From an optimization exercise on the open Yosys and OpenROAD flow, aimed at small area; shortcuts taken in it are not production practice.
RTL that was checked went through simulation tests only; none was proved equivalent to the original.
Function not checked in run 1: the RTL went through the layout flow alone.
Power is estimated from default activity; no workload was simulated.

<file path="flow/config.mk">
export PLATFORM = sky130hd
export DESIGN_NAME = cia402_fsm
export DESIGN_NICKNAME = cia402_fsm
export VERILOG_FILES = /design/flow/design.v
export SDC_FILE = /design/flow/constraint.sdc
export NUM_CORES = 4
export LEC_CHECK = 0
export CAP_MARGIN = 20
export CORE_AREA = 5 5 225 225
export DIE_AREA = 0 0 230 230
export PLACE_DENSITY = 0.7
export SLEW_MARGIN = 20
</file>
<file path="flow/flow/run.sh">
#!/bin/bash
set -euo pipefail
export BUFFER_PORTS_ARGS="-buffer_cell sky130_fd_sc_hd__buf_1"
export CTS_ARGS="-sink_clustering_enable -repair_clock_nets -buf_list sky130_fd_sc_hd__clkbuf_4 -sink_clustering_size 10 -sink_clustering_max_diameter 40 -dont_use_dummy_load"
export SKIP_REPAIR_TIE_FANOUT=1
bash standard.sh > standard_flow.log 2>&1
</file>
<file path="flow/constraint.sdc">
create_clock -name core_clock -period 8.0 [get_ports {clk}]
set_input_delay 1.6000 -clock core_clock [delete_from_list [all_inputs] [get_ports {clk}]]
set_output_delay 1.6000 -clock core_clock [all_outputs]
set_load 0.01 [all_outputs]
</file>
<file path="flow/standard.sh">
#!/bin/bash
# synth_recipe.tcl (not shown) runs the flow's synth.tcl, then flattens the netlist and writes it again
# the make line also repeats each setting of config.mk as NAME=value (left out here)
make -C /OpenROAD-flow-scripts/flow DESIGN_CONFIG=/design/flow/config.mk WORK_HOME=/design/flow/orfs CLKGATE_MAP_FILE= SYNTH_SCRIPT=/design/flow/synth_recipe.tcl "${@:-finish}"
</file>
<file path="flow/design.v">
module cia402_addci #(parameter N = 36, parameter B = 8) (
  input  wire [N-1:0] a,
  input  wire [N-1:0] b,
  input  wire         cin,
  output wire [N-1:0] s
);
  genvar i;
  generate
    for (i = 0; i < N; i = i + 1) begin : g_bit
      wire ci;           
      wire co;           
      wire z;            
      wire pa;           
      wire bc;           
      if (i % B == 0) begin : g_first
        if (i == 0) begin : g_lsb
          assign ci = cin;
          assign bc = cin;
        end else if (i == B) begin : g_b1
          assign ci = 1'b0;
          assign bc = g_bit[i-1].co;
        end else begin : g_bn
          wire all1 = g_bit[i-1].pa & g_bit[i-1].z;
          assign ci = 1'b0;
          assign bc = g_bit[i-1].co | (g_bit[i-1].bc & all1);
        end
        assign pa = 1'b1;
      end else begin : g_next
        assign ci = g_bit[i-1].co;
        assign pa = g_bit[i-1].pa & g_bit[i-1].z;
        assign bc = g_bit[i-1].bc;
      end
      assign z  = a[i] ^ b[i] ^ ci;
      assign co = (a[i] & b[i]) | (ci & (a[i] ^ b[i]));
      if (i < B) begin : g_b0
        assign s[i] = z;
      end else begin : g_inc
        assign s[i] = z ^ (bc & pa);
      end
    end
  endgenerate
endmodule
module cia402_fsm (
  input  wire         clk,
  input  wire         rst,
  input  wire         start,
  input  wire         operational,
  input  wire         stop_req,
  input  wire [31:0]  cfg_target_vel,
  input  wire [7:0]   cfg_mode,
  input  wire [15:0]  cfg_max_torque,
  output wire         ex_req,
  input  wire         ex_valid,
  input  wire         ex_resp_fresh,
  input  wire [127:0] ex_in,
  input  wire [15:0]  ex_wkc,
  output wire [127:0] ex_out,
  output wire [2:0]   phase,
  output wire         exit_code,
  output wire [2:0]   dstate,
  output wire [32:0]  delta,
  output wire         delta_valid,
  output wire         moving,
  output wire         enable_evt,
  output wire [31:0]  enable_pos,
  output wire         report_valid,
  output wire [63:0]  report_cycle,
  output wire [15:0]  report_status,
  output wire [15:0]  report_control,
  output wire [31:0]  report_position,
  output wire [32:0]  report_delta,
  output wire [35:0]  report_rpm,
  output wire [31:0]  report_velocity,
  output wire [7:0]   report_mode,
  output wire [15:0]  report_wkc
);
  localparam [2:0] PH_IDLE   = 3'd0;
  localparam [2:0] PH_RUN    = 3'd1;
  localparam [2:0] PH_DRAIN  = 3'd2;
  localparam [2:0] PH_HALTED = 3'd3;
  localparam [2:0] PH_FAILED = 3'd4;
  localparam [8:0] LAP_FIRST   = 9'd12;     
  localparam [8:0] DRAIN_FIRST = 9'd462;    
  reg [2:0]   phase_q;
  reg         run_flag;
  reg [8:0]   lap_count;       
  reg [6:0]   cnt_lo;          
  reg [54:0]  cnt_hi;          
  reg         cnt_cy;          
  reg         cnt_flush;       
  reg         motor_enabled;
  reg [31:0]  start_pos;
  reg [15:0]  wkc;
  reg         cw7, cw3, cw21, cw0;  
  reg         tv_on;           
  reg         cfg_on;          
  reg [15:0]  in_status;
  reg [31:0]  in_pos;
  reg [31:0]  in_vel;
  reg [7:0]   in_mode;
  reg         enable_evt_q;
  reg         report_q;
  wire in_idle  = (phase_q == PH_IDLE);
  wire in_run   = (phase_q == PH_RUN);
  wire in_drain = (phase_q == PH_DRAIN);
  assign ex_req = (in_run && run_flag) || in_drain;
  wire do_start = in_idle && start && operational;
  wire do_sfail = in_idle && start && !operational;
  wire do_cycle = in_run && run_flag && ex_valid;
  wire do_stop  = in_run && !run_flag;
  wire do_drain = in_drain && ex_valid;
  wire take_in  = (do_cycle || do_drain) && ex_resp_fresh;
  wire [15:0] new_status = take_in ? ex_in[15:0]  : in_status;
  wire [31:0] new_pos    = take_in ? ex_in[47:16] : in_pos;
  wire s_fault = (new_status == 16'h1208);
  wire s_sod   = (new_status == 16'h1250);
  wire s_rtso  = (new_status == 16'h1231);
  wire s_swon  = (new_status == 16'h1233);
  wire s_open  = (new_status == 16'h1237) || (new_status == 16'h1637);
  wire s_known = s_fault || s_sod || s_rtso || s_swon || s_open;
  wire do_latch = do_cycle && s_open && !motor_enabled;
  wire       lap_end  = &lap_count;
  wire [8:0] lap_next = lap_end ? LAP_FIRST : lap_count + 9'd1;
  wire [6:0] cnt_lo_next = cnt_flush ? 7'd125 : cnt_lo + 7'd125;
  wire rot_win = do_cycle && (lap_count[8:7] == 2'b00) &&
                 (!lap_count[6] || (lap_count[5:2] == 4'b0000 && !(lap_count[1] && lap_count[0])));
  always @(posedge clk) begin
    if (rot_win) begin
      cnt_hi <= {(cnt_hi[0] ^ cnt_cy) & !cnt_flush, cnt_hi[54:1]};
      cnt_cy <= cnt_hi[0] & cnt_cy;
    end
    if (do_cycle && lap_end) begin
      cnt_lo <= cnt_lo_next;
      cnt_cy <= cnt_lo_next >= 7'd3;    
    end
  end
  always @(posedge clk) begin
    wkc <= ex_wkc;
    if (rst) begin
      phase_q       <= PH_IDLE;
      run_flag      <= 1'b1;
      lap_count     <= LAP_FIRST;
      cnt_flush     <= 1'b1;
      motor_enabled <= 1'b0;
      start_pos     <= 32'd0;
      cw7           <= 1'b0;
      cw3           <= 1'b0;
      cw21          <= 1'b0;
      cw0           <= 1'b0;
      tv_on         <= 1'b0;
      cfg_on        <= 1'b0;
      in_status     <= 16'd0;
      in_pos        <= 32'd0;
      in_vel        <= 32'd0;
      in_mode       <= 8'd0;
      enable_evt_q  <= 1'b0;
      report_q      <= 1'b0;
    end else begin
      enable_evt_q <= do_latch;
      report_q     <= do_cycle && lap_end;
      if (stop_req)
        run_flag <= 1'b0;
      if (do_start)
        phase_q <= PH_RUN;
      if (do_sfail)
        phase_q <= PH_FAILED;
      if (take_in) begin
        in_status <= ex_in[15:0];
        in_pos    <= ex_in[47:16];
        in_vel    <= ex_in[79:48];
        in_mode   <= ex_in[119:112];
      end
      if (do_cycle) begin
        cfg_on    <= 1'b1;
        lap_count <= lap_next;
        if (lap_end)
          cnt_flush <= 1'b0;
        if (s_known) begin
          cw7   <= s_fault;
          cw3   <= s_swon || s_open;
          cw21  <= !s_fault;
          cw0   <= s_rtso || s_swon || s_open;
          tv_on <= s_open;
        end
        if (do_latch) begin
          motor_enabled <= 1'b1;
          start_pos     <= new_pos;
        end
      end
      if (do_stop || do_drain) begin
        cfg_on <= 1'b1;
        cw7    <= 1'b0;
        cw3    <= 1'b0;
        cw21   <= 1'b0;
        cw0    <= 1'b0;
        tv_on  <= 1'b0;
      end
      if (do_stop) begin
        lap_count <= DRAIN_FIRST;
        phase_q   <= PH_DRAIN;
      end
      if (do_drain) begin
        lap_count <= lap_next;
        if (lap_end)
          phase_q <= PH_HALTED;
      end
    end
  end
  wire [32:0] delta_s;
  cia402_addci #(.N(33), .B(5)) u_delta (
    .a({in_pos[31], in_pos}), .b(~{start_pos[31], start_pos}), .cin(1'b1),
    .s(delta_s));
  wire [35:0] rpm;
  cia402_addci #(.N(36), .B(8)) u_rpm (
    .a({in_vel, 4'd0}), .b(~{{4{in_vel[31]}}, in_vel}), .cin(1'b1),
    .s(rpm));
  wire hi_any  = |delta_s[31:10];
  wire hi_all  = &delta_s[31:10];
  wire lo_gt   = (&delta_s[9:5]) && (delta_s[4] || (delta_s[3] && (|delta_s[2:0])));
  wire lo_lt   = !(|delta_s[9:5]) && !(delta_s[4] && delta_s[3]);
  wire mv_pos  = !delta_s[32] && (hi_any || lo_gt);
  wire mv_neg  =  delta_s[32] && (!hi_all || lo_lt);
  wire [15:0] cw = {8'd0, cw7, 3'd0, cw3, cw21, cw21, cw0};
  assign ex_out = {8'd0,
                   cfg_on ? cfg_mode : 8'd0,
                   cfg_on ? cfg_max_torque : 16'd0,
                   16'd0,
                   tv_on ? cfg_target_vel : 32'd0,
                   32'd0,
                   cw};
  assign dstate = (in_status == 16'h1208) ? 3'd1 :
                  (in_status == 16'h1250) ? 3'd2 :
                  (in_status == 16'h1231) ? 3'd3 :
                  (in_status == 16'h1233) ? 3'd4 :
                  (in_status == 16'h1237 || in_status == 16'h1637) ? 3'd5 : 3'd0;
  assign phase       = phase_q;
  assign exit_code   = phase_q[2];
  assign delta       = delta_s;
  assign delta_valid = motor_enabled;
  assign moving      = motor_enabled && (mv_pos || mv_neg);
  assign enable_evt  = enable_evt_q;
  assign enable_pos  = start_pos;
  assign report_valid    = report_q;
  assign report_cycle    = {cnt_hi, cnt_lo, 2'b00};
  assign report_status   = in_status;
  assign report_control  = cw;
  assign report_position = in_pos;
  assign report_delta    = delta_s;
  assign report_rpm      = rpm;
  assign report_velocity = in_vel;
  assign report_mode     = in_mode;
  assign report_wkc      = wkc;
endmodule
</file>
==> qor.yml, run 1 <==
synthesis:
  synth_nets: 1607
  yosys.area.top_type: "dfxtp_1"
  ys_seq_area_share_pct: 41.9
  synth_top_family_by_area: "simple AND/OR/NAND/NOR gates"
  synth-simple-area-share_pct: 18.7
  synth_compound_area_share_pct: 10.0
  synth_fa_ha_area_share_pct: 11.6
  synth.distinct_cells: 65
  synthTopCellsByArea: "dfxtp_1 26%, edfxtp_1 16%, fa_1 8.8%, buf_4 8.5%, nand2_1 7.5%"
  synth-xor-area-share_pct: 3.76
  synthMuxAreaShare_pct: 0.733
  synth_edf_count: 63
  synth_ff_type: "dfxtp_1"
  synth_common_cells: "241 x nand2_1, 159 x dfxtp_1, 138 x buf_4"
  yosysWarnings: 1
  async_flop_share_pct: 0
  synth_cells: 1319
  post-synth-top-count-cell: "nand2_1"
  syn_area_per_cell_um2: 9.19
  ys_ff_latch: 222
  syn-cell-area_um2: 12100
  yosysTopAreaCellShare_pct: 26.3
sta:
  timing.hold.ws_ps: 438
  setup_viol: 0
  max_slew_margin_pct: 32.9
  finalHoldViolCount: 0
  drv_slew: 0
  rsz0062_at_grt: "no"
  worst_pin_slew_ps: 1010
  period_needed_ps: 7690
  finalSetupTns_ps: 0
  max_freq_mhz: 130
  finalClockSkew_ps: 115
  period_share_pct: 96.1
place:
  placed_cells: 2296
  place_congestion: 0.898
  io_buffers: 544
  hpwl_mm: 33.3
drt:
  wl_per_cell_um: 18.0
  routed_wl_mm: 42.3
  vias: 10737
  ant_nets: 0
  drt_iter0_drc: 573
  drc: 0
  via_per_inst: 4.57
  dr.pass1.iters: 5
pwr:
  total_power_w: 0.00272
  leakagePower_nw: 4.81
  clockPowerShare_pct: 24.1
  p_int_w: 0.00174
  pwr-share-seq_pct: 43.9
  p_sw_w: 0.000980
  combPwrFrac_pct: 32.0
  ir_drop_mv: 0.0992
  swShare_pct: 36.0
  power-per-cell-area_nw_per_um2: 191
setup_path:
  critPathLaunchType: "flip-flop"
  cpMaxStageDelayCell: "o41ai_2"
  slowest_delay_ps: 480
  cp_common_cell: "fa_1"
  endpoint_kind: "output port"
  worstPathCellList: "inv_1 -> ha_1 -> fa_1 -> fa_1 -> fa_1 -> inv_1 -> fa_1 -> nand4b_1 -> buf_4 -> o21a_1 -> o41ai_2 -> ha_1 -> xor2_1 -> nand4_1 -> nor4_2 -> nand4_1 -> nor4bb_1 -> nand4_1 -> o211a_1 -> buf_1"
  path_buf_inv: 4
  crit_type: "reg -> out"
  required_ps: 6400
  path_max_fanout: 8
  critical-path-top-delay-family: "adder cells"
  arrival_ps: 6090
clock_network:
  hold_buffers: 0
  cts_root_buf: "clkbuf_4"
  cts_buffer_depth: 3
  path_clk_slew_ps: 80
  cts_buffers: 44
  clock_latency_ps: 740
  clock_sinks: 222
  htree_levels: 2
  cts_tree: "yes"
worst_hold_path:
  worstHoldPathType: "reg -> reg"
floorplanning:
  core_area_um2: 47800
  die_x_um: 230
  pin_count: 665
  initial_core_util_pct: 25.3
  die_y_um: 230
  num_rows: 80
  die-area_um2: 52900
global_routing:
  grtUsageTotal_pct: 14.9
  grt_pass1_wl_mm: 61.6
  grt_remaining_overflow: 0
  grt_max_degree: 83
  grt_antenna_before_repair: 3
  grt_pass1_vias: 10020
job:
  cap_violations: 0
run_status:
  status: "no timing/DRC/antenna violations"
cells_and_area:
  layout-drive-gt1-share_pct: 5.31
  final.fill_count: 5090
  area_growth_pct: 17.7
  fin_cells: 2350
  nets: 2022
-- power groups by stage --
| stage | Sequential, W | Clock (W) | Combinational [W] |
|---|---|---|---|
| after floorplan | 0.00122 | 0 | 0.000606 |
| after global placement | 0.00122 | 0 | 0.000808 |
| after detailed placement | 0.00122 | 0 | 0.000812 |
| after CTS | 0.00119 | 0.000710 | 0.000831 |
| after global routing | 0.00120 | 0.000746 | 0.000942 |
| final | 0.00119 | 0.000656 | 0.000870 |
-- through the flow --
stage	setup slack, ps	utilization (%)	instance area [um2]
after global routing	14.1	29.8	14300
after CTS	29.2	29.6	14200
after detailed placement	687	28.8	13800
after floorplan	1130	-	12100
after global placement	735	28.8	13800
final	309	29.8	14300
-- cells by family (layout without fill, tap and decap cells) --
kind of cell	after synthesis	count (layout)
flops	222	222
simple gates	470	470
buf+inv	286	699
fa+ha+maj	81	81
xor+xnor	52	52
other cells	1	4
mux	6	6
compound gates	201	201
-- what timing repair did --
action,CTS,global route
setup endpoints to repair,5,6
gates resized for setup,9,15
pin swaps,0,10
buffers inserted,0,7
-- per-layer routing --
layer  vias to the layer above  GRT usage [%]  wire length [um]
li1                       5062              -                 -
met1                      5011           18.5             16700
met2                       573           24.4             19900
met3                        91           4.22              3970
met4                         0           6.33              1670
met5                         -              0                 0
-- sequential cells by signal, summed over array words and instances (netlist names) --
signal / cells
cnt_hi: 55
in_pos: 32
in_vel: 32
start_pos: 32
in_status: 16
wkc: 16
lap_count: 9
in_mode: 8
cnt_lo: 7
phase_q: 3
cfg_on: 1
cnt_cy: 1
cnt_flush: 1
cw0: 1
cw21: 1
cw3: 1
cw7: 1
enable_evt_q: 1
motor_enabled: 1
report_q: 1
run_flag: 1
tv_on: 1
-- cell usage in the layout (no fill, tap or decap), drive strengths merged, types with 5 or more instances in the layout --
cell | netlist | routed
nand4b | 7 | 7
ha | 28 | 28
nand3 | 21 | 21
nand4 | 15 | 15
and3 | 8 | 8
nor2b | 11 | 11
inv | 97 | 97
fa | 53 | 53
o211ai | 5 | 5
xnor2 | 30 | 30
buf | 145 | 555
and2 | 61 | 61
o21ai | 29 | 29
edfxtp | 63 | 63
or4 | 5 | 5
a31oi | 7 | 7
nand2 | 241 | 241
clkbuf | 44 | 47
dfxtp | 159 | 159
a21oi | 103 | 103
o31ai | 25 | 25
xor2 | 22 | 22
nand2b | 15 | 15
nor2 | 44 | 44
nor3 | 10 | 10
nor4 | 7 | 7
-- area by class of cell --
type / count / area (um2) / share of cell area, %
clock buffer: 44 / 330 / 2.31
multi-input combinational: 811 / 5560 / 39.0
tap: 615 / 769 / 5.39
antenna: 3 / 7.51 / 0.0526
timing repair buffer: 558 / 2150 / 15.1
sequential: 222 / 5080 / 35.6
inverter: 97 / 364 / 2.55
-- path summary, 6_finish.rpt --
kind,from,endpoint,slack [ps],depth (start not counted)
min,cnt_hi[35],cnt_hi[34],440,0
max reg2reg,phase_q[1],cw21,4850,7
min reg2reg,cnt_hi[35],cnt_hi[34],440,0
max,in_pos[0],moving,310,20
==> inputs of run 2 (changes only) <==
--- a/flow/design.v
+++ b/flow/design.v
@@ -208,5 +208,5 @@
   end
   wire [32:0] delta_s;
-  cia402_addci #(.N(33), .B(5)) u_delta (
+  cia402_addci #(.N(33), .B(7)) u_delta (
     .a({in_pos[31], in_pos}), .b(~{start_pos[31], start_pos}), .cin(1'b1),
     .s(delta_s));
==> run 2 against run 1 <==
Compared with the run above: still clean on timing, DRC and antenna; die area stayed put; design area is 0.49% lower; first-iteration DRC count fell by 12%.
==> qor.yml, run 2 <==
run_status:
  status: "no timing/DRC/antenna violations"
setup_path:
  path_buf_inv: 10
  endpoint_kind: "output port"
  crit_path_start: "start_pos[14]"
  required_ps: 6400
  critPathLaunchType: "flip-flop"
  critical-path-top-delay-family: "adder cells"
  regToRegStartpoint: "phase_q[2]"
  arrival_ps: 6180
  reg2regPathDepth: 8
  cp_common_cell: "buf_4"
  critPathCapture: "moving"
  slowest_delay_ps: 530
  path_max_fanout: 5
  cpMaxStageDelayCell: "fa_1"
  r2r_setup_slack_ps: 4660
  r2r-end: "start_pos[19]"
  worstPathCellList: "inv_1 -> ha_2 -> fa_2 -> fa_2 -> fa_2 -> fa_2 -> fa_2 -> fa_1 -> and4_4 -> a21oi_2 -> a21oi_2 -> buf_4 -> buf_4 -> buf_4 -> buf_4 -> buf_4 -> buf_4 -> buf_4 -> buf_4 -> nor2b_1 -> xnor2_1 -> o41ai_2 -> a31oi_2 -> buf_2"
  crit_type: "reg -> out"
  worst-path-stages: 24
synthesis:
  syn-cell-area_um2: 12100
  synthTopCellsByArea: "dfxtp_1 26%, edfxtp_1 16%, buf_4 9.0%, fa_1 9.0%, nand2_1 7.7%"
  synth_compound_area_share_pct: 9.10
  synth-simple-area-share_pct: 18.8
  synth_fa_ha_area_share_pct: 11.5
  yosys.area.top_type: "dfxtp_1"
  async_flop_share_pct: 0
  synth-xor-area-share_pct: 3.92
  yosysWarnings: 1
  synth_top_family_by_area: "simple AND/OR/NAND/NOR gates"
  synth.distinct_cells: 67
  synthMuxAreaShare_pct: 0.519
  synth_nets: 1586
  syn_area_per_cell_um2: 9.27
  synth_ff_type: "dfxtp_1"
  ys_ff_latch: 222
  post-synth-top-count-cell: "nand2_1"
  yosysTopAreaCellShare_pct: 26.4
  synth_cells: 1301
  synth_edf_count: 63
  synth_common_cells: "248 x nand2_1, 159 x dfxtp_1, 144 x buf_4"
  ys_seq_area_share_pct: 42.1
clock_network:
  hold_buffers: 0
  htree_levels: 2
  cts_buffers: 44
  cts_buffer_depth: 3
  cts_root_buf: "clkbuf_4"
  clock_sinks: 222
  clock_latency_ps: 730
  path_clk_slew_ps: 100
  cts_tree: "yes"
cells_and_area:
  mostFrequentLayoutCells: "542 x buf_1, 248 x nand2_1, 156 x dfxtp_1"
  regMostFlops: "cnt_hi"
  area_growth_pct: 17.8
  final.fill_count: 5084
  nets: 2007
  layout-drive-gt1-share_pct: 6.34
  stdcell_area_um2: 14200
  largest_reg_flops: 55
  finish.utilization_pct: 29.7
  final_common_cell: "buf_1"
drt:
  ant_nets: 0
  wl_per_cell_um: 17.6
  drt_iter0_drc: 506
  routed_wl_mm: 41.2
  dr.pass1.iters: 5
  via_per_inst: 4.48
  vias: 10464
  drc: 0
floorplanning:
  num_rows: 80
  core_area_um2: 47800
  pin_count: 665
  initial_core_util_pct: 25.2
  die_x_um: 230
  die_y_um: 230
  die-area_um2: 52900
sta:
  finalClockSkew_ps: 88.0
  rsz0062_at_grt: "yes"
  max_slew_margin_pct: 39.2
  drv_slew: 0
  max_freq_mhz: 129
  worst_pin_slew_ps: 913
  setup_viol: 0
  finalSetupTns_ps: 0
  finalHoldViolCount: 0
  period_share_pct: 97.2
  period_needed_ps: 7780
pwr:
  clockPowerShare_pct: 23.9
  ir_drop_mv: 0.103
  p_sw_w: 0.000975
  power-per-cell-area_nw_per_um2: 193
  swShare_pct: 35.7
  leakagePower_nw: 4.84
  p_int_w: 0.00176
  pwr-share-seq_pct: 43.6
  combPwrFrac_pct: 32.4
place:
  dpl_cell_area_um2: 13700
  place_congestion: 0.895
  hpwl_mm: 32.1
  io_buffers: 544
global_routing:
  grt_remaining_overflow: 0
  grt_antenna_before_repair: 5
  grt_max_degree: 81
  grt_pass1_wl_mm: 59.3
  grt_pass1_vias: 9831
  grtUsageTotal_pct: 14.5
worst_hold_path:
  hold_depth: 0
  worstHoldPathType: "reg -> reg"
job:
  cap_violations: 0
[run 2: logic make-up after synthesis]
kind of cell	Yosys count
compound gates	181
simple gates	467
flops	222
mux	5
xor+xnor	54
fa+ha+maj	78
buf+inv	293
other cells	1
[run 2: timing repair]
item | in CTS | in global routing
gates resized for setup | 12 | 14
buffers inserted | 11 | 3
hold endpoints to repair | 0 | 0
pin swaps | 8 | 17
setup endpoints to repair | 1 | 5
[run 2: power groups by stage]
| stage | registers, W | clock network (W) | logic (W) |
|---|---|---|---|
| finish | 0.00119 | 0.000654 | 0.000887 |
| global route | 0.00120 | 0.000748 | 0.000959 |
| CTS | 0.00119 | 0.000704 | 0.000859 |
| detailed placement | 0.00122 | 0 | 0.000817 |
| global placement | 0.00122 | 0 | 0.000811 |
| floorplan | 0.00122 | 0 | 0.000617 |
[run 2: area by class of cell]
cell class | instances | area, um2 | area share, %
multi-input cells | 786 | 5420 | 38.2
flip-flops and latches | 222 | 5080 | 35.8
repair buffers | 566 | 2210 | 15.6
well taps | 615 | 769 | 5.42
inverters | 102 | 383 | 2.70
clock buffers | 44 | 330 | 2.33
diodes | 3 | 7.51 | 0.0529
[run 2: how the worst min path moves through the flow]
stage,from,to
after CTS,cnt_hi[34],cnt_hi[33]
after floorplan,run_flag,run_flag
after global routing,cnt_hi[3],cnt_hi[2]
final,cnt_hi[3],cnt_hi[2]
after detailed placement,cnt_hi[40],cnt_hi[39]
after global placement,cnt_hi[40],cnt_hi[39]
[run 2: worst reg2reg max path: stages, from the launching register on]
cell,delay (ps)
dfxtp_1,420
and2b_1,380
o211a_4,700
mux2i_4,410
nand2_1,130
nor3b_4,180
buf_4,580
nand2_1,270
o31ai_1,110
[run 2: through the flow]
step | std cells | hold WS (ps) | setup slack [ps] | power [W]
after floorplan | 1301 | 434 | 664 | 0.00184
after global placement | 2277 | 429 | 482 | 0.00203
after detailed placement | 2277 | 432 | 457 | 0.00204
after CTS | 2332 | 399 | 2.64 | 0.00276
after global routing | 2336 | 389 | -130 | 0.00290
final | 2338 | 361 | 222 | 0.00273
[run 2: per-layer routing]
layer	wire [um]	part of all wire, %	vias up	GRT usage, %
li1	-	-	4969	-
met1	15100	37	4861	16.1
met2	20800	51	523	26.0
met3	3430	8.3	111	3.64
met4	1850	4.5	0	6.54
met5	0	0	-	0
==> inputs of run 3 (changes only) <==
--- a/flow/flow/run.sh
+++ b/flow/flow/run.sh
@@ -4,3 +4,4 @@
 export CTS_ARGS="-sink_clustering_enable -repair_clock_nets -buf_list sky130_fd_sc_hd__clkbuf_4 -sink_clustering_size 10 -sink_clustering_max_diameter 40 -dont_use_dummy_load"
 export SKIP_REPAIR_TIE_FANOUT=1
+export SETUP_MOVE_SEQUENCE=unbuffer,sizeup,swap
 bash standard.sh > standard_flow.log 2>&1
==> run 3 against run 2 <==
Compared with the run above: synthesized area unchanged; largest cell class unchanged; total power fell by 1.3%; wire length down 0.65%; clock power is essentially flat; design area shrank 0.55%; first-iteration DRC count down 0.99%; highest routed layer unchanged; via count down 1.1%; flip-flop and latch count unchanged; sequential share of layout area rose by 0.20 points; largest power group unchanged; sequential power is essentially flat; setup slack better by 62 ps; non-clock buffer count fell by 14.
==> qor.yml, run 3 <==
pwr:
  combPwrFrac_pct: 31.6
  power-per-cell-area_nw_per_um2: 191
  swShare_pct: 35.8
  pwr-share-seq_pct: 44.2
  p_int_w: 0.00173
  clockPowerShare_pct: 24.1
  leakagePower_nw: 4.78
  ir_drop_mv: 0.103
  total_power_w: 0.00270
  p_sw_w: 0.000964
synthesis:
  post-synth-top-count-cell: "nand2_1"
  synth_common_cells: "248 x nand2_1, 159 x dfxtp_1, 144 x buf_4"
  ys_ff_latch: 222
  synth_ff_type: "dfxtp_1"
  syn-cell-area_um2: 12100
  ys_seq_area_share_pct: 42.1
  syn_area_per_cell_um2: 9.27
  yosys.area.top_type: "dfxtp_1"
  synth_cells: 1301
  yosysWarnings: 1
  synthTopCellsByArea: "dfxtp_1 26%, edfxtp_1 16%, buf_4 9.0%, fa_1 9.0%, nand2_1 7.7%"
  synth_edf_count: 63
  async_flop_share_pct: 0
  synth.distinct_cells: 67
  yosysTopAreaCellShare_pct: 26.4
  synth_nets: 1586
cells_and_area:
  nets: 1993
  stdcell_area_um2: 14100
  final_common_cell: "buf_1"
  layout-drive-gt1-share_pct: 5.86
  mostFrequentLayoutCells: "542 x buf_1, 248 x nand2_1, 156 x dfxtp_1"
  final.fill_count: 5087
  largest_reg_flops: 55
  fin_cells: 2324
  regMostFlops: "cnt_hi"
  area_growth_pct: 17.1
setup_path:
  required_ps: 6400
  cp_common_cell: "fa_2"
  critPathLaunchType: "flip-flop"
  regToRegStartpoint: "phase_q[2]"
  reg2regPathDepth: 8
  path_max_fanout: 4
  r2r_setup_slack_ps: 4630
  slowest_delay_ps: 610
  crit_path_start: "start_pos[14]"
  critical-path-top-delay-family: "adder cells"
  r2r-end: "start_pos[19]"
  crit_type: "reg -> out"
  path_buf_inv: 3
  worstPathCellList: "inv_2 -> ha_4 -> fa_2 -> fa_2 -> fa_2 -> fa_2 -> fa_2 -> fa_2 -> and4_4 -> nand4_1 -> a21oi_2 -> nor3b_4 -> or2_4 -> ha_4 -> xnor2_2 -> buf_4 -> nor2_2 -> nand4_1 -> nor4_2 -> o2111a_1 -> a31oi_1 -> buf_2"
  endpoint_kind: "output port"
  cpMaxStageDelayCell: "fa_2"
  arrival_ps: 6120
global_routing:
  grt_antenna_before_repair: 5
  grt_max_degree: 81
  grtUsageTotal_pct: 14.4
  grt_pass1_vias: 9739
  grt_pass1_wl_mm: 58.9
  grt_remaining_overflow: 0
floorplanning:
  die_y_um: 230
  pin_count: 665
  die_x_um: 230
  core_area_um2: 47800
  num_rows: 80
  die-area_um2: 52900
  initial_core_util_pct: 25.2
clock_network:
  cts_setup_buffers: 0
  cts_tree: "yes"
  cts_buffers: 44
  cts_root_buf: "clkbuf_4"
  cts_buffer_depth: 3
  path_clk_slew_ps: 100
  clock_latency_ps: 740
  clock_sinks: 222
  htree_levels: 2
place:
  dpl_cell_area_um2: 13700
  hpwl_mm: 32.1
  io_buffers: 544
  place_congestion: 0.895
  placed_cells: 2277
drt:
  drt_iter0_drc: 501
  routed_wl_mm: 41.0
  ant_nets: 0
  dr.pass1.iters: 5
  via_per_inst: 4.45
  drc: 0
  vias: 10349
  wl_per_cell_um: 17.6
sta:
  period_needed_ps: 7720
  finalHoldViolCount: 0
  max_slew_margin_pct: 39.5
  max_freq_mhz: 130
  timing.hold.ws_ps: 353
  worst_pin_slew_ps: 907
  period_share_pct: 96.5
  drv_slew: 0
  setup_viol: 0
  finalClockSkew_ps: 96.8
worst_hold_path:
  worstHoldPathType: "reg -> reg"
  hold_depth: 0
  min_from: "cnt_hi[3]"
  holdPathEnd: "cnt_hi[2]"
job:
  cap_violations: 0
run_status:
  status: "no timing/DRC/antenna violations"
## run 3: cell counts after synthesis
Identical to the previous run, type by type.
## run 3: power by group through the flow
stage                     sequential (W)  combinational, W  clock, W
after floorplan                  0.00122          0.000617         0
after global placement           0.00122          0.000811         0
after detailed placement         0.00122          0.000817         0
after CTS                        0.00119          0.000830  0.000704
after global routing             0.00120          0.000920  0.000748
final                            0.00119          0.000853  0.000651
## run 3: logic make-up after synthesis
kind of cell	count (synthesis)	share of synthesized area (%)
buffers and inverters	293	14.0
and+or+nand+nor	467	18.8
muxes	5	0.519
adders and majority gates	78	11.5
DFF	222	42.1
AOI/OAI and AO/OA	181	9.10
xor gates and xnor gates	54	3.92
other	1	0.0311
## run 3: per-stage QoR
stage               setup TNS [ps]  util (%)  setup WS [ps]
CTS                              0      29.3           6.34
global placement                 0      28.6            482
finish                           0      29.5            283
global route                 -17.7      29.5          -17.7
floorplan                        0         -            664
detailed placement               0      28.6            457
## run 3: area by class of cell
cell class,count,area (um2),area share (%)
Multi-Input combinational cell,786,5440,38.6
Sequential cell,222,5080,36.0
Timing Repair Buffer,552,2110,14.9
Tap cell,615,769,5.45
Inverter,102,383,2.71
Clock buffer,44,330,2.34
Antenna cell,3,7.51,0.0532
## run 3: metal layers
metal | vias up | wire length, um | global-route usage, %
met5 | - | 0 | 0
met2 | 485 | 20600 | 25.9
li1 | 4942 | - | -
met1 | 4819 | 15200 | 16.1
met3 | 103 | 3410 | 3.58
met4 | 0 | 1740 | 6.41
## run 3: how the worst max path moves through the flow
stage,end,slack (ps),cells past startpoint
2_1_floorplan,moving,660,20
3_3_place_gp,moving,480,22
3_5_place_dp,moving,460,22
4_1_cts,moving,6,22
5_1_grt,moving,-20,24
6_report,moving,280,22
## run 3: repair_timing
action                     in CTS  in global routing
setup endpoints to repair       1                  5
resized for setup              16                 17
pin swaps                      16                 22
hold buffers                    0                  0
## run 3: worst reg2reg max path: stages, from the launching register on
cell,delay (ps)
dfxtp_1,410
and2b_1,380
o211a_4,690
mux2i_4,410
nand2_1,130
nor3b_4,180
buf_4,620
nand2_1,270
o31ai_1,110
==> inputs of run 4 (changes only) <==
==> flow/flow/run.sh (replaced) <==
#!/bin/bash
set -euo pipefail
export BUFFER_PORTS_ARGS="-buffer_cell sky130_fd_sc_hd__buf_1"
export CTS_ARGS="-sink_clustering_enable -repair_clock_nets -buf_list sky130_fd_sc_hd__clkbuf_4 -sink_clustering_size 10 -sink_clustering_max_diameter 40 -dont_use_dummy_load"
export SKIP_REPAIR_TIE_FANOUT=1
export PLACE_PINS_ARGS="-min_distance 1 -min_distance_in_tracks"
bash standard.sh > standard_flow.log 2>&1
--- a/flow/config.mk
+++ b/flow/config.mk
@@ -7,6 +7,6 @@
 export LEC_CHECK = 0
 export CAP_MARGIN = 20
-export CORE_AREA = 5 5 225 225
-export DIE_AREA = 0 0 230 230
+export CORE_AREA = 5 5 155 155
+export DIE_AREA = 0 0 160 160
 export PLACE_DENSITY = 0.7
 export SLEW_MARGIN = 20
==> run 4 against run 3 <==
Compared with the run above: largest cell class unchanged; total power fell by 2.7%; sequential power barely moved; largest power group unchanged; clock power fell by 9.7%; cell count fell by 14%; sequential share of layout area rose by 1.2 points; non-clock buffer count rose by 7; synthesized area did not move; fmax fell by 1.5%.
==> qor.yml, run 4 <==
global_routing:
  grtUsageTotal_pct: 25.3
  grt_pass1_wl_mm: 53.3
  grt_pass1_vias: 9970
  grt_remaining_overflow: 0
  grt_max_degree: 91
  grt_antenna_before_repair: 2
synthesis:
  synthTopCellsByArea: "dfxtp_1 26%, edfxtp_1 16%, buf_4 9.0%, fa_1 9.0%, nand2_1 7.7%"
  async_flop_share_pct: 0
  yosysWarnings: 1
  synth_edf_count: 63
  synth.distinct_cells: 67
  syn_area_per_cell_um2: 9.27
  ys_ff_latch: 222
  yosysTopAreaCellShare_pct: 26.4
  yosys.area.top_type: "dfxtp_1"
  post-synth-top-count-cell: "nand2_1"
  synth_ff_type: "dfxtp_1"
  ys_seq_area_share_pct: 42.1
  synth_nets: 1586
  synth_common_cells: "248 x nand2_1, 159 x dfxtp_1, 144 x buf_4"
  syn-cell-area_um2: 12100
  synth_cells: 1301
clock_network:
  clock_sinks: 222
  path_clk_slew_ps: 100
  cts_buffers: 38
  cts_tree: "yes"
  htree_levels: 2
  cts_root_buf: "clkbuf_4"
  clock_latency_ps: 620
  cts_buffer_depth: 3
place:
  io_buffers: 544
  place_ws_ps: 321
  dpl_cell_area_um2: 13200
  hpwl_mm: 26.2
  place_congestion: 0.906
setup_path:
  endpoint_kind: "output port"
  cpMaxStageDelayCell: "fa_1"
  path_buf_inv: 2
  slowest_delay_ps: 570
  crit_type: "reg -> out"
  cp_common_cell: "fa_2"
  required_ps: 6400
  path_max_fanout: 4
  arrival_ps: 6230
  critPathLaunchType: "flip-flop"
  critical-path-top-delay-family: "adder cells"
  worstPathCellList: "inv_1 -> ha_1 -> fa_2 -> fa_2 -> fa_2 -> fa_2 -> fa_2 -> fa_1 -> and4_4 -> nand4_1 -> a21oi_2 -> nor3b_4 -> or2_4 -> ha_2 -> nor4_2 -> nand4_1 -> nor4_2 -> o2111a_1 -> a31oi_1 -> clkbuf_2"
cells_and_area:
  nets: 1994
  stdcell_area_um2: 13700
  layout-drive-gt1-share_pct: 5.16
  regMostFlops: "cnt_hi"
  largest_reg_flops: 55
  area_growth_pct: 13.2
  final.fill_count: 1970
  final_common_cell: "buf_1"
  mostFrequentLayoutCells: "542 x buf_1, 248 x nand2_1, 157 x dfxtp_1"
sta:
  period_share_pct: 97.9
  drv_slew: 0
  worst_pin_slew_ps: 1070
  finalClockSkew_ps: 73.5
  setup_ws_ps: 168
  max_slew_margin_pct: 28.9
  period_needed_ps: 7830
  finalSetupTns_ps: 0
  max_freq_mhz: 128
  finalHoldViolCount: 0
  setup_viol: 0
  timing.hold.ws_ps: 421
drt:
  routed_wl_mm: 34.3
  via_per_inst: 5.26
  drt_iter0_drc: 642
  wl_per_cell_um: 17.3
  ant_nets: 0
  dr.pass1.iters: 5
  vias: 10450
  drc: 0
floorplanning:
  pin_count: 665
  num_rows: 54
  core_area_um2: 22000
  die_y_um: 160
  die_x_um: 160
  die-area_um2: 25600
  initial_core_util_pct: 54.9
worst_hold_path:
  worstHoldPathType: "reg -> reg"
pwr:
  leakagePower_nw: 4.78
  ir_drop_mv: 0.145
  power-per-cell-area_nw_per_um2: 192
job:
  cap_violations: 0
run_status:
  status: "no timing/DRC/antenna violations"
[run 4: changes by cell type in the layout (fill, tap and decap cells not counted), moves of 6 or more]
cell and delta:
clkbuf_4 -6, buf_4 +7, fa_2 -6, fa_1 +6
[run 4: metal layers]
metal  vias to the layer above  routed length [um]  track usage [%]
met5                         -                  13                0
met1                      4873               13600             31.5
li1                       4945                   -                -
met2                       507               15600             39.8
met4                         2                1820             12.9
met3                       123                3270             7.99
[run 4: logic make-up after synthesis]
kind of cell	Yosys count	synth area share [%]
compound gates	181	9.10
xor+xnor	54	3.92
fa+ha+maj	78	11.5
buf+inv	293	14.0
flops	222	42.1
mux	5	0.519
other cells	1	0.0311
simple gates	467	18.8
[run 4: final cells by class]
cell class,count,area (um2),share of cell area (%)
Multi-Input combinational cell,786,5390,39.5
Inverter,102,383,2.80
Sequential cell,222,5080,37.2
Antenna cell,1,2.50,0.0183
Timing Repair Buffer,559,2160,15.8
Tap cell,280,350,2.57
Clock buffer,38,285,2.09
[run 4: worst reg2reg max path, cell delays in order, from the launching register on]
cell and delay [ps]:
dfxtp_1 450, and3b_1 300, o211ai_4 190, buf_4 430, buf_4 620, nand3_1 170
o21ai_0 150, nor3b_4 230, buf_4 560, nand2_1 150, o31ai_1 100
[run 4: power by group]
group          leakage [nW]  total, W  internal, W  switching, W
logic                  2.78  0.000846     0.000320      0.000526
registers              1.83   0.00119      0.00117     0.0000184
clock network         0.175  0.000588     0.000218      0.000369
total                  4.78   0.00263      0.00171      0.000913
[run 4: timing repair]
| item | CTS | global route |
|---|---|---|
| setup endpoints to repair | 1 | 1 |
| hold buffers | 0 | 0 |
| pin swaps | 3 | 8 |
| gates resized for setup | 10 | 10 |
| buffers inserted | 5 | 3 |
[run 4: final timing paths]
kind | startpoint | to | slack [ps] | cells after the start
hold reg to reg | cnt_hi[17] | cnt_hi[16] | 420 | 0
hold / removal | cnt_hi[17] | cnt_hi[16] | 420 | 0
setup reg to reg | phase_q[1] | start_pos[25] | 4520 | 10
setup / recovery | start_pos[14] | moving | 170 | 20
[run 4: per-stage QoR]
| step | std cells | util [%] | total power [W] |
|---|---|---|---|
| 6_report | 1988 | 62.2 | 0.00263 |
| 5_1_grt | 1988 | 62.2 | 0.00277 |
| 4_1_cts | 1984 | 61.9 | 0.00263 |
| 3_5_place_dp | 1941 | 60.3 | 0.00201 |
| 3_3_place_gp | 1941 | 60.3 | 0.00200 |
| 2_1_floorplan | 1301 | - | 0.00184 |
==> inputs of run 5 (changes only) <==
--- a/flow/flow/run.sh
+++ b/flow/flow/run.sh
@@ -5,3 +5,4 @@
 export SKIP_REPAIR_TIE_FANOUT=1
 export PLACE_PINS_ARGS="-min_distance 1 -min_distance_in_tracks"
+export SETUP_MOVE_SEQUENCE=unbuffer,sizeup,swap
 bash standard.sh > standard_flow.log 2>&1
==> run 5 against run 4 <==
Compared with the run above: first-iteration DRC count is 0.62% higher; critical path type unchanged; non-clock buffer count fell by 8; largest cell class unchanged; clock skew barely moved; combinational power down 2%; sequential power barely moved; design area shrank 0.17%; global-route usage shrank 0.13 points.
==> qor.yml, run 5 <==
run_status:
  status: "no timing/DRC/antenna violations"
synthesis:
  syn-cell-area_um2: 12100
  synth-xor-area-share_pct: 3.92
  yosysTopAreaCellShare_pct: 26.4
  synthTopCellsByArea: "dfxtp_1 26%, edfxtp_1 16%, buf_4 9.0%, fa_1 9.0%, nand2_1 7.7%"
  synthMuxAreaShare_pct: 0.519
  synth_ff_type: "dfxtp_1"
  synth-simple-area-share_pct: 18.8
  yosysWarnings: 1
  synth_cells: 1301
  ys_ff_latch: 222
  yosys.area.top_type: "dfxtp_1"
  ys_seq_area_share_pct: 42.1
  synth_common_cells: "248 x nand2_1, 159 x dfxtp_1, 144 x buf_4"
  synth_compound_area_share_pct: 9.10
  syn_area_per_cell_um2: 9.27
  synth_nets: 1586
  async_flop_share_pct: 0
  post-synth-top-count-cell: "nand2_1"
  synth_top_family_by_area: "simple AND/OR/NAND/NOR gates"
  synth.distinct_cells: 67
  synth_edf_count: 63
  synth_fa_ha_area_share_pct: 11.5
sta:
  max_slew_margin_pct: 29.0
  max_freq_mhz: 129
  worst_pin_slew_ps: 1070
  timing.hold.ws_ps: 421
  setup_viol: 0
  finalSetupTns_ps: 0
  period_share_pct: 96.9
  drv_slew: 0
  period_needed_ps: 7750
  finalHoldViolCount: 0
  rsz0062_at_grt: "no"
  finalClockSkew_ps: 73.1
global_routing:
  grt_remaining_overflow: 0
  grt_pass1_wl_mm: 53.0
  grt_max_degree: 91
  grtUsageTotal_pct: 25.2
  grt_pass1_vias: 9911
  grt_antenna_before_repair: 3
setup_path:
  critical-path-top-delay-family: "adder cells"
  cp_common_cell: "fa_2"
  worstPathCellList: "inv_1 -> ha_1 -> fa_2 -> fa_2 -> fa_2 -> fa_2 -> fa_2 -> fa_1 -> and4_4 -> nand4_1 -> a21oi_2 -> nor3b_4 -> or2_4 -> ha_4 -> xnor2_4 -> nand4_1 -> nor4_1 -> nand4_1 -> o41ai_2 -> a31oi_1 -> buf_2"
  path_buf_inv: 2
  endpoint_kind: "output port"
  crit_type: "reg -> out"
  slowest_delay_ps: 600
  required_ps: 6400
  path_max_fanout: 4
  arrival_ps: 6150
  cpMaxStageDelayCell: "fa_1"
  critPathLaunchType: "flip-flop"
floorplanning:
  num_rows: 54
  die_y_um: 160
  core_area_um2: 22000
  die_x_um: 160
  die-area_um2: 25600
  pin_count: 665
  initial_core_util_pct: 54.9
clock_network:
  clock_sinks: 222
  hold_buffers: 0
  htree_levels: 2
  cts_root_buf: "clkbuf_4"
  cts_setup_buffers: 0
  clock_latency_ps: 620
  cts_buffer_depth: 3
  path_clk_slew_ps: 100
  cts_buffers: 38
  cts_tree: "yes"
pwr:
  ir_drop_mv: 0.145
  leakagePower_nw: 4.75
  total_power_w: 0.00261
  power-per-cell-area_nw_per_um2: 192
cells_and_area:
  regMostFlops: "cnt_hi"
  area_growth_pct: 13.0
  final_common_cell: "buf_1"
  layout-drive-gt1-share_pct: 4.89
  mostFrequentLayoutCells: "542 x buf_1, 248 x nand2_1, 157 x dfxtp_1"
  nets: 1986
  largest_reg_flops: 55
drt:
  wl_per_cell_um: 17.2
  drc: 0
  dr.pass1.iters: 5
  ant_nets: 0
  vias: 10368
  routed_wl_mm: 34.1
  via_per_inst: 5.23
  drt_iter0_drc: 646
place:
  io_buffers: 544
  place_congestion: 0.906
  hpwl_mm: 26.2
worst_hold_path:
  worstHoldPathType: "reg -> reg"
job:
  cap_violations: 0
==> run 5: cell counts after synthesis <==
Identical to the previous run, type by type.
==> run 5: area by class of cell <==
cell class | instances | area, um2
antenna | 2 | 5.00
clock buffer | 38 | 285
fill | 1974 | 8330
inverter | 102 | 383
multi-input combinational | 786 | 5430
sequential | 222 | 5080
tap | 280 | 350
timing repair buffer | 551 | 2100
==> run 5: worst paths after layout <==
path / from / to / slack [ps] / cells after the start
setup / recovery: start_pos[14] / moving / 250 / 21
setup reg to reg: phase_q[1] / start_pos[25] / 4520 / 10
hold reg to reg: cnt_hi[17] / cnt_hi[16] / 420 / 0
hold / removal: cnt_hi[17] / cnt_hi[16] / 420 / 0
==> run 5: layer usage <==
metal	up-vias	routed length, um	track usage, %
li1	4926	-	-
met1	4814	13600	31.1
met3	130	3220	8.38
met5	-	13	0
met4	2	1840	13.2
met2	496	15500	39.4
==> run 5: cells by family after synthesis <==
| kind of cell | count (synthesis) |
|---|---|
| AND/OR/NAND/NOR | 467 |
| other | 1 |
| AO/OA/AOI/OAI | 181 |
| buffers and inverters | 293 |
| XOR/XNOR | 54 |
| multiplexers | 5 |
| flip-flops | 222 |
| adder cells (fa/ha/maj) | 78 |
==> run 5: stage by stage <==
stage	cell area [um2]	std cells	setup WS, ps	utilization, %
after floorplan	12100	1301	664	-
after global placement	13200	1941	430	60.3
after detailed placement	13200	1941	321	60.3
after CTS	13600	1979	12.7	61.9
after global routing	13600	1981	43.1	62.1
final	13600	1981	249	62.1
==> run 5: repair_timing <==
action / CTS / global route
pin swaps: 13 / 15
endpoints found under the setup margin: 1 / 1
resized for setup: 18 / 7
==> run 5: report_power, final <==
part           total [W]  internal (W)  switching [W]
clock           0.000587      0.000218       0.000369
combinational   0.000832      0.000306       0.000525
sequential       0.00119       0.00117      0.0000183
==> inputs of run 6 (changes only) <==
--- a/flow/config.mk
+++ b/flow/config.mk
@@ -7,6 +7,6 @@
 export LEC_CHECK = 0
 export CAP_MARGIN = 20
-export CORE_AREA = 5 5 155 155
-export DIE_AREA = 0 0 160 160
-export PLACE_DENSITY = 0.7
+export CORE_AREA = 5 5 133 133
+export DIE_AREA = 0 0 138 138
+export PLACE_DENSITY = 0.75
 export SLEW_MARGIN = 20
==> run 6 against run 5 <==
Compared with the run above: core utilization grew 22 points; flip-flop and latch count unchanged; synthesized area stayed put; hold slack better by 13 ps; sequential share of layout area rose by 0.34 points; synthesized cell count stayed put; total power shrank 0.93%; fmax increased by 0.80%; combinational power is 1% higher; critical path type unchanged; largest power group unchanged.
==> qor.yml, run 6 <==
sta:
  rsz0062_at_grt: "no"
  max_freq_mhz: 130
  max_slew_margin_pct: 27.7
  finalSetupTns_ps: 0
  timing.hold.ws_ps: 434
  period_share_pct: 96.1
  drv_slew: 0
  finalClockSkew_ps: 62.3
  worst_pin_slew_ps: 1080
  setup_viol: 0
  finalHoldViolCount: 0
  period_needed_ps: 7690
global_routing:
  grt_max_degree: 98
  grt_pass1_vias: 10523
  grt_pass1_wl_mm: 53.8
  grt_antenna_before_repair: 4
  grt_remaining_overflow: 0
  grtUsageTotal_pct: 34.2
clock_network:
  cts_setup_buffers: 0
  cts_tree: "yes"
  hold_buffers: 0
  clock_sinks: 222
  htree_levels: 2
  cts_buffers: 34
  path_clk_slew_ps: 100
  cts_buffer_depth: 3
  clock_latency_ps: 610
  cts_root_buf: "clkbuf_4"
setup_path:
  path_max_fanout: 4
  slowest_delay_ps: 490
  critPathLaunchType: "flip-flop"
  required_ps: 6400
  regToRegStartpoint: "phase_q[1]"
  crit_path_start: "in_vel[8]"
  cpMaxStageDelayCell: "o41ai_4"
  endpoint_kind: "output port"
  crit_type: "reg -> out"
  cp_common_cell: "fa_1"
  worstPathCellList: "inv_1 -> ha_1 -> inv_1 -> fa_1 -> inv_1 -> fa_1 -> fa_1 -> fa_1 -> fa_1 -> fa_1 -> inv_1 -> fa_1 -> inv_1 -> a31oi_2 -> o41ai_4 -> and3_1 -> and3_1 -> nand3_1 -> xnor2_1 -> buf_1"
  arrival_ps: 6090
synthesis:
  async_flop_share_pct: 0
  synth_nets: 1586
  yosysWarnings: 1
  synth_edf_count: 63
  synth.distinct_cells: 67
  yosysTopAreaCellShare_pct: 26.4
  ys_seq_area_share_pct: 42.1
  yosys.area.top_type: "dfxtp_1"
  ys_ff_latch: 222
  syn_area_per_cell_um2: 9.27
  post-synth-top-count-cell: "nand2_1"
  synth_cells: 1301
  synth_common_cells: "248 x nand2_1, 159 x dfxtp_1, 144 x buf_4"
  syn-cell-area_um2: 12100
  synth_ff_type: "dfxtp_1"
  synthTopCellsByArea: "dfxtp_1 26%, edfxtp_1 16%, buf_4 9.0%, fa_1 9.0%, nand2_1 7.7%"
floorplanning:
  initial_core_util_pct: 75.4
  core_area_um2: 16000
  die-area_um2: 19000
  die_y_um: 138
  die_x_um: 138
  num_rows: 46
  pin_count: 665
worst_hold_path:
  min_from: "cnt_hi[18]"
  worstHoldPathType: "reg -> reg"
run_status:
  status: "no timing/DRC/antenna violations"
cells_and_area:
  mostFrequentLayoutCells: "542 x buf_1, 248 x nand2_1, 157 x dfxtp_1"
  nets: 1981
  finish.utilization_pct: 84.4
  largest_reg_flops: 55
  stdcell_area_um2: 13500
  area_growth_pct: 12.0
  final.fill_count: 1023
  final_common_cell: "buf_1"
  regMostFlops: "cnt_hi"
  layout-drive-gt1-share_pct: 4.60
place:
  dpl_cell_area_um2: 13200
  hpwl_mm: 26.6
  place_congestion: 0.976
  io_buffers: 544
drt:
  routed_wl_mm: 34.9
  dr.pass1.iters: 5
  via_per_inst: 5.60
  drt_iter0_drc: 764
  wl_per_cell_um: 18.2
  drc: 0
  ant_nets: 0
  vias: 10708
pwr:
  power-per-cell-area_nw_per_um2: 191
  leakagePower_nw: 4.73
  ir_drop_mv: 0.149
job:
  cap_violations: 0
[run 6: timing repair]
action | 4_1_cts | 5_1_grt
gates resized for setup | 11 | 13
pin swaps | 7 | 19
endpoints found under the setup margin | 1 | 1
[run 6: cell families (layout without fill, tap and decap cells)]
| group | Yosys count | count (layout) | share of synthesized area, % |
|---|---|---|---|
| AO/OA/AOI/OAI | 181 | 181 | 9.10 |
| XOR/XNOR | 54 | 54 | 3.92 |
| adder cells (fa/ha/maj) | 78 | 78 | 11.5 |
| buffers and inverters | 293 | 686 | 14.0 |
| flip-flops | 222 | 222 | 42.1 |
| multiplexers | 5 | 5 | 0.519 |
| other | 1 | 4 | 0.0311 |
| AND/OR/NAND/NOR | 467 | 467 | 18.8 |
[run 6: final cells by class]
cell class                 instances  area [um2]  area share, %
multi-input combinational        786        5420           40.1
inverter                         102         383           2.83
clock buffer                      34         255           1.89
tap                              216         270           2.00
antenna                            3        7.51         0.0556
sequential                       222        5080           37.6
timing repair buffer             550        2090           15.5
[run 6: per-layer routing]
metal	wire length, um	GRT usage, %	up-vias
li1	-	-	4919
met1	12100	38.1	5005
met2	16800	57.3	606
met3	3530	11.2	174
met4	2360	20.1	4
met5	27	0	-
[run 6: path summary, 6_finish.rpt]
check / slack [ps] / depth (start not counted) / endpoint
max: 310 / 20 / report_rpm[31]
min: 430 / 0 / cnt_hi[17]
max reg2reg: 4550 / 9 / start_pos[20]
min reg2reg: 430 / 0 / cnt_hi[17]
[run 6: metrics by stage]
| stage | setup WS [ps] | instances | total power, W |
|---|---|---|---|
| 2_1_floorplan | 664 | 1301 | 0.00184 |
| 3_3_place_gp | 449 | 1876 | 0.00199 |
| 3_5_place_dp | 233 | 1876 | 0.00201 |
| 4_1_cts | 4.05 | 1910 | 0.00256 |
| 5_1_grt | 8.84 | 1912 | 0.00269 |
| 6_report | 310 | 1913 | 0.00259 |
[run 6: worst max-delay path, delay by kind of cell, from the launching register on]
kind / cells / cell delay [ps]
buffers and inverters: 6 / 590
DFF: 1 / 410
adders and majority gates: 8 / 3030
xor gates and xnor gates: 1 / 220
AOI/OAI and AO/OA: 2 / 650
and+or+nand+nor: 3 / 620
[run 6: power breakdown]
| part | total, W | internal [W] | switching (W) |
|---|---|---|---|
| sequential | 0.00119 | 0.00117 | 0.0000188 |
| combinational | 0.000841 | 0.000303 | 0.000538 |
| clock | 0.000553 | 0.000196 | 0.000357 |
| total | 0.00259 | 0.00167 | 0.000914 |
==> inputs of run 7 (changes only) <==
--- a/flow/config.mk
+++ b/flow/config.mk
@@ -7,6 +7,6 @@
 export LEC_CHECK = 0
 export CAP_MARGIN = 20
-export CORE_AREA = 5 5 133 133
-export DIE_AREA = 0 0 138 138
-export PLACE_DENSITY = 0.75
+export CORE_AREA = 5 5 143 143
+export DIE_AREA = 0 0 148 148
+export PLACE_DENSITY = 0.7
 export SLEW_MARGIN = 20
==> run 7 against run 6 <==
Compared with the run above: still clean; flip-flop and latch count did not move; via count fell by 2.9%; design area rose by 0.30%; register-to-register slack improved by 210 ps; clock skew fell by 3.0 ps; hold slack got worse by 23 ps; setup slack got worse by 69 ps.
==> qor.yml, run 7 <==
pwr:
  power-per-cell-area_nw_per_um2: 191
  leakagePower_nw: 4.73
  total_power_w: 0.00259
  ir_drop_mv: 0.128
synthesis:
  synth_fa_ha_area_share_pct: 11.5
  yosys.area.top_type: "dfxtp_1"
  synthTopCellsByArea: "dfxtp_1 26%, edfxtp_1 16%, buf_4 9.0%, fa_1 9.0%, nand2_1 7.7%"
  async_flop_share_pct: 0
  synth_ff_type: "dfxtp_1"
  synth-simple-area-share_pct: 18.8
  ys_ff_latch: 222
  synth-xor-area-share_pct: 3.92
  synth.distinct_cells: 67
  synthMuxAreaShare_pct: 0.519
  yosysTopAreaCellShare_pct: 26.4
  post-synth-top-count-cell: "nand2_1"
  synth_compound_area_share_pct: 9.10
  synth_nets: 1586
  ys_seq_area_share_pct: 42.1
  syn-cell-area_um2: 12100
  yosysWarnings: 1
  syn_area_per_cell_um2: 9.27
  synth_common_cells: "248 x nand2_1, 159 x dfxtp_1, 144 x buf_4"
  synth_cells: 1301
  synth_edf_count: 63
  synth_top_family_by_area: "simple AND/OR/NAND/NOR gates"
setup_path:
  path_max_fanout: 4
  r2r_setup_slack_ps: 4760
  endpoint_kind: "output port"
  r2r-end: "start_pos[26]"
  critPathCapture: "moving"
  reg2regPathDepth: 9
  required_ps: 6400
  regToRegStartpoint: "phase_q[1]"
  crit_type: "reg -> out"
  critPathLaunchType: "flip-flop"
  arrival_ps: 6160
  crit_path_start: "start_pos[14]"
worst_hold_path:
  worstHoldPathType: "reg -> reg"
drt:
  routed_wl_mm: 34.0
  wl_per_cell_um: 17.6
  drt-met1-wl_mm: 12.5
  via_per_inst: 5.38
  highest_layer: "met5"
  met2WireLength_mm: 16.0
  dr_wl_met3_mm: 3.67
  ant_nets: 0
  drc: 0
  drt_iter0_drc: 598
  vias: 10396
  dr.pass1.iters: 6
sta:
  finalClockSkew_ps: 59.3
  period_needed_ps: 7760
  period_share_pct: 97.0
  max_freq_mhz: 129
  worst_pin_slew_ps: 1080
  drv_slew: 0
  setup_viol: 0
  max_slew_margin_pct: 27.7
  setup_ws_ps: 241
  finalHoldViolCount: 0
clock_network:
  cts_buffers: 35
  cts_tree: "yes"
  clock_latency_ps: 620
  hold_buffers: 0
  clock_sinks: 222
  cts_setup_buffers: 0
  cts_buffer_depth: 3
  path_clk_slew_ps: 90
  htree_levels: 2
  cts_root_buf: "clkbuf_4"
cells_and_area:
  layout-drive-gt1-share_pct: 4.66
  largest_reg_flops: 55
  regMostFlops: "cnt_hi"
  final_common_cell: "buf_1"
  nets: 1982
  area_growth_pct: 12.3
  mostFrequentLayoutCells: "542 x buf_1, 248 x nand2_1, 158 x dfxtp_1"
  final.fill_count: 1521
floorplanning:
  die_x_um: 148
  core_area_um2: 18700
  die_y_um: 148
  die-area_um2: 21900
  initial_core_util_pct: 64.5
  num_rows: 50
  pin_count: 665
place:
  hpwl_mm: 25.8
  io_buffers: 544
  place_congestion: 0.907
  place_ws_ps: 303
run_status:
  status: "no timing/DRC/antenna violations"
global_routing:
  grtUsageTotal_pct: 29.3
  grt_pass1_vias: 9922
  grt_max_degree: 101
  grt_remaining_overflow: 0
  grt_antenna_before_repair: 4
  grt_pass1_wl_mm: 52.2
job:
  cap_violations: 0
## run 7: cell counts after synthesis
No cell type changed its count.
## run 7: power by group
| part | leakage (nW) | total [W] | internal (W) | switching (W) |
|---|---|---|---|---|
| clock | 0.161 | 0.000567 | 0.000202 | 0.000366 |
| sequential | 1.83 | 0.00119 | 0.00117 | 0.0000185 |
| combinational | 2.74 | 0.000835 | 0.000308 | 0.000527 |
| total | 4.73 | 0.00259 | 0.00168 | 0.000911 |
## run 7: cells by family after synthesis
family | after synthesis
AOI/OAI and AO/OA | 181
xor gates and xnor gates | 54
adders and majority gates | 78
buffers and inverters | 293
DFF | 222
muxes | 5
other | 1
and+or+nand+nor | 467
## run 7: worst min-delay path by stage
stage / endpoint / from / depth (start not counted) / slack [ps]
6_report: cnt_hi[10] / cnt_hi[11] / 0 / 410
5_1_grt: cnt_hi[10] / cnt_hi[11] / 0 / 410
4_1_cts: cnt_hi[10] / cnt_hi[11] / 0 / 400
3_5_place_dp: cnt_hi[8] / cnt_hi[9] / 0 / 430
3_3_place_gp: cnt_hi[2] / cnt_hi[3] / 0 / 430
2_1_floorplan: run_flag / run_flag / 1 / 430
## run 7: what timing repair did
action / CTS / global route
resized for setup: 17 / 8
endpoints found under the setup margin: 1 / 1
pin swaps: 12 / 14
## run 7: routing by layer
| layer | GRT usage (%) | up-vias |
|---|---|---|
| met5 | 0 | - |
| met4 | 13.6 | 4 |
| met3 | 9.60 | 126 |
| met2 | 47.9 | 570 |
| met1 | 35.3 | 4791 |
| li1 | - | 4905 |
## run 7: worst max-delay path, cell delays in order (launching register included)
cell,delay [ps]
dfxtp_2,330
inv_1,50
ha_1,220
fa_2,400
fa_2,400
fa_2,380
fa_2,380
fa_2,380
fa_1,600
and4_4,270
nand4_1,150
a21oi_2,200
nor3b_4,270
or2_4,190
ha_4,210
nor4_2,260
nand4_1,150
nor4_2,210
o2111a_1,220
a31oi_1,90
buf_2,160
## run 7: cell type report
type                    instances  area [um2]  share of cell area (%)
repair buffers                550        2090                    15.4
diodes                          2        5.00                  0.0369
flip-flops and latches        222        5080                    37.5
multi-input cells             786        5430                    40.1
inverters                     102         383                    2.83
clock buffers                  35         263                    1.94
well taps                     234         293                    2.16
## run 7: per-stage QoR
step	area, um2	hold WS [ps]	utilization [%]	cells	TNS [ps]
floorplan	12100	434	-	1301	0
global placement	13200	429	70.4	1894	0
detailed placement	13200	430	70.4	1894	0
CTS	13500	398	72.1	1929	0
global route	13500	406	72.4	1931	-9.54
finish	13500	411	72.4	1931	0
==> inputs of run 8 (changes only) <==
--- a/flow/design.v
+++ b/flow/design.v
@@ -90,5 +90,5 @@
   reg         cnt_flush;       
   reg         motor_enabled;
-  reg [31:0]  start_pos;
+  reg [31:0]  start_pos_n;     
   reg [15:0]  wkc;
   reg         cw7, cw3, cw21, cw0;  
@@ -143,5 +143,5 @@
       cnt_flush     <= 1'b1;
       motor_enabled <= 1'b0;
-      start_pos     <= 32'd0;
+      start_pos_n   <= 32'hffffffff;
       cw7           <= 1'b0;
       cw3           <= 1'b0;
@@ -185,5 +185,5 @@
         if (do_latch) begin
           motor_enabled <= 1'b1;
-          start_pos     <= new_pos;
+          start_pos_n   <= ~new_pos;
         end
       end
@@ -209,5 +209,5 @@
   wire [32:0] delta_s;
   cia402_addci #(.N(33), .B(7)) u_delta (
-    .a({in_pos[31], in_pos}), .b(~{start_pos[31], start_pos}), .cin(1'b1),
+    .a({in_pos[31], in_pos}), .b({start_pos_n[31], start_pos_n}), .cin(1'b1),
     .s(delta_s));
   wire [35:0] rpm;
@@ -240,5 +240,5 @@
   assign moving      = motor_enabled && (mv_pos || mv_neg);
   assign enable_evt  = enable_evt_q;
-  assign enable_pos  = start_pos;
+  assign enable_pos  = in_pos;    
   assign report_valid    = report_q;
   assign report_cycle    = {cnt_hi, cnt_lo, 2'b00};
==> run 8 against run 7 <==
Compared with the run above: register-to-register slack gained 140 ps; combinational power shrank 7.3%; still clean; largest power group unchanged; setup slack gained 82 ps; via count shrank 2.4%; hold slack gained 31 ps.
==> qor.yml, run 8 <==
clock_network:
  path_clk_slew_ps: 110
  cts_buffers: 34
  cts_buffer_depth: 3
  clock_latency_ps: 610
  htree_levels: 2
  hold_buffers: 0
  cts_root_buf: "clkbuf_4"
  clock_sinks: 222
  cts_tree: "yes"
synthesis:
  synth_ff_type: "dfxtp_1"
  synth_edf_count: 63
  async_flop_share_pct: 0
  syn-cell-area_um2: 12100
  syn_area_per_cell_um2: 9.14
  synth_common_cells: "216 x nand2_1, 172 x buf_4, 159 x dfxtp_1"
  yosysTopAreaCellShare_pct: 26.4
  post-synth-top-count-cell: "nand2_1"
  ys_ff_latch: 222
  yosys.area.top_type: "dfxtp_1"
  yosysWarnings: 1
  synthTopCellsByArea: "dfxtp_1 26%, edfxtp_1 16%, buf_4 11%, fa_1 9.0%, nand2_1 6.7%"
  synth_cells: 1319
  ys_seq_area_share_pct: 42.1
  synth_nets: 1604
  synth.distinct_cells: 59
job:
  cap_violations: 0
setup_path:
  r2r-end: "start_pos_n[8]"
  crit_type: "reg -> out"
  endpoint_kind: "output port"
  reg2regPathDepth: 8
  path_max_fanout: 4
  regToRegStartpoint: "phase_q[1]"
  arrival_ps: 6080
  critPathLaunchType: "flip-flop"
  r2r_setup_slack_ps: 4900
  required_ps: 6400
worst_hold_path:
  worstHoldPathType: "reg -> reg"
  hold_depth: 0
  min_from: "cnt_hi[26]"
  holdPathEnd: "cnt_hi[25]"
sta:
  finalClockSkew_ps: 52.5
  max_slew_margin_pct: 31.1
  period_share_pct: 96.0
  setup_viol: 0
  max_freq_mhz: 130
  finalHoldViolCount: 0
  period_needed_ps: 7680
  drv_slew: 0
  worst_pin_slew_ps: 1030
cells_and_area:
  nets: 1969
  layout-drive-gt1-share_pct: 4.70
  regMostFlops: "cnt_hi"
  fin_cells: 1919
  mostFrequentLayoutCells: "542 x buf_1, 214 x nand2_1, 155 x dfxtp_1"
  largest_reg_flops: 55
  final_common_cell: "buf_1"
  area_growth_pct: 10.6
drt:
  dr.pass1.iters: 6
  ant_nets: 0
  wl_per_cell_um: 17.1
  vias: 10142
  drt_iter0_drc: 534
  drc: 0
  via_per_inst: 5.29
  routed_wl_mm: 32.8
pwr:
  power-per-cell-area_nw_per_um2: 189
  total_power_w: 0.00252
  leakagePower_nw: 4.83
  ir_drop_mv: 0.136
global_routing:
  grt_use_met2_pct: 47.2
  grt.busiest_layer: "met2"
  grt_pass1_vias: 9831
  grt_max_degree: 96
  grtUsageTotal_pct: 28.2
  grtUsageMet3_pct: 8.00
  grt_remaining_overflow: 0
  grt.met1_usage_pct: 35.5
  grt_pass1_wl_mm: 50.2
  grt_antenna_before_repair: 4
place:
  hpwl_mm: 25.3
  place_congestion: 0.888
  io_buffers: 544
  placed_cells: 1882
floorplanning:
  num_rows: 50
  initial_core_util_pct: 64.4
  core_area_um2: 18700
  pin_count: 665
  die_x_um: 148
  die-area_um2: 21900
  die_y_um: 148
run_status:
  status: "no timing/DRC/antenna violations"
[run 8: cell types whose count changed after synthesis, sizes merged, moves of 5 or more]
cell / before / now
or3: 1 / 6
buf: 162 / 181
nand2: 249 / 216
nand2b: 12 / 6
clkbuf: 29 / 39
nand4: 15 / 9
a21oi: 100 / 136
nor3: 10 / 51
o31ai: 24 / 1
o21ai: 26 / 17
[run 8: through the flow]
stage	hold WS, ps	cell area [um2]	utilization [%]	worst slack, ps	setup TNS [ps]
finish	442	13300	71.3	323	0
global route	465	13300	71.3	-12.1	-12.1
floorplan	434	12100	-	555	0
global placement	428	13000	69.3	356	0
CTS	446	13300	70.9	11.8	0
detailed placement	431	13000	69.3	247	0
[run 8: timing repair]
item | in CTS | in global routing
setup buffers | 0 | 0
gates resized for setup | 17 | 12
pin swaps | 12 | 14
endpoints found under the setup margin | 1 | 3
[run 8: cell type report]
type	count	area [um2]
antenna	3	7.51
clock buffer	34	255
fill	1557	5370
inverter	104	390
multi-input combinational	773	5220
sequential	222	5080
tap	234	293
timing repair buffer	549	2080
[run 8: layer usage]
| layer | wire, um | vias up |
|---|---|---|
| met5 | 27 | - |
| met2 | 15600 | 487 |
| met4 | 907 | 4 |
| li1 | - | 4868 |
| met3 | 3360 | 84 |
| met1 | 12900 | 4699 |
[run 8: report_power, final]
| group | internal [W] | switching [W] | leakage (nW) |
|---|---|---|---|
| Combinational | 0.000280 | 0.000494 | 2.84 |
| Clock | 0.000196 | 0.000359 | 0.156 |
| Sequential | 0.00117 | 0.0000190 | 1.83 |
[run 8: how the worst max path moves through the flow]
stage,from,endpoint,slack [ps],cells after the start
final,in_pos[21],moving,320,21
after global placement,in_pos[14],moving,360,22
after floorplan,in_pos[14],moving,550,21
after detailed placement,in_pos[14],moving,250,22
after global routing,in_pos[0],moving,-10,24
after CTS,in_pos[21],moving,10,21
[run 8: worst max-delay path, cell delays in order, from the launching register on]
cell,delay [ps]
dfxtp_2,350
ha_1,140
inv_1,50
fa_1,460
fa_1,470
fa_1,470
fa_1,460
fa_1,450
fa_1,500
nor4_2,170
buf_4,180
nand2_2,60
nand2_2,80
ha_4,220
nor3_2,140
nand2_1,80
nor4_2,150
nand2_1,70
or4_4,500
nor4b_4,220
a31oi_1,120
buf_2,170
[run 8: cell families (layout without fill, tap and decap cells)]
kind of cell,count (synthesis),in the layout,share of synthesized area [%]
adder cells (fa/ha/maj),78,78,11.5
other,1,4,0.0311
AO/OA/AOI/OAI,180,180,8.27
XOR/XNOR,51,51,3.71
multiplexers,1,1,0.0830
flip-flops,222,222,42.1
buffers and inverters,324,687,15.5
AND/OR/NAND/NOR,462,462,18.9

==> afterwards: timing with drivers on the ports <==
No port has a modelled driver above. Below, the same layouts with a new extraction and two added sets of constraints.
Step 1, drivers: a clkbuf_16 drives clk and a buf_2 each remaining input, both assumed.
Step 2 times the ports against the registers' clock, not the clock port: input delays grow and output delays shrink by t, the midpoint of the rising clock arrivals with the driver on.
Three values: ideal ports, drivers, drivers and shift; two values: the first two.
run | t (ns) | setup slack, ns
run 1 | 0.732 | 0.309 / 0.266 / 0.998
run 2 | 0.740 | 0.222 / 0.175 / 0.915
run 3 | 0.742 | 0.283 / 0.236 / 0.978
run 4 | 0.633 | 0.168 / 0.126 / 0.759
run 5 | 0.635 | 0.249 / 0.206 / 0.842
run 6 | 0.625 | 0.310 / 0.269 / 0.893
run 7 | 0.635 | 0.241 / 0.198 / 0.834
run 8 | 0.624 | 0.323 / 0.280 / 0.904
After both steps setup and hold are still met in every run listed.
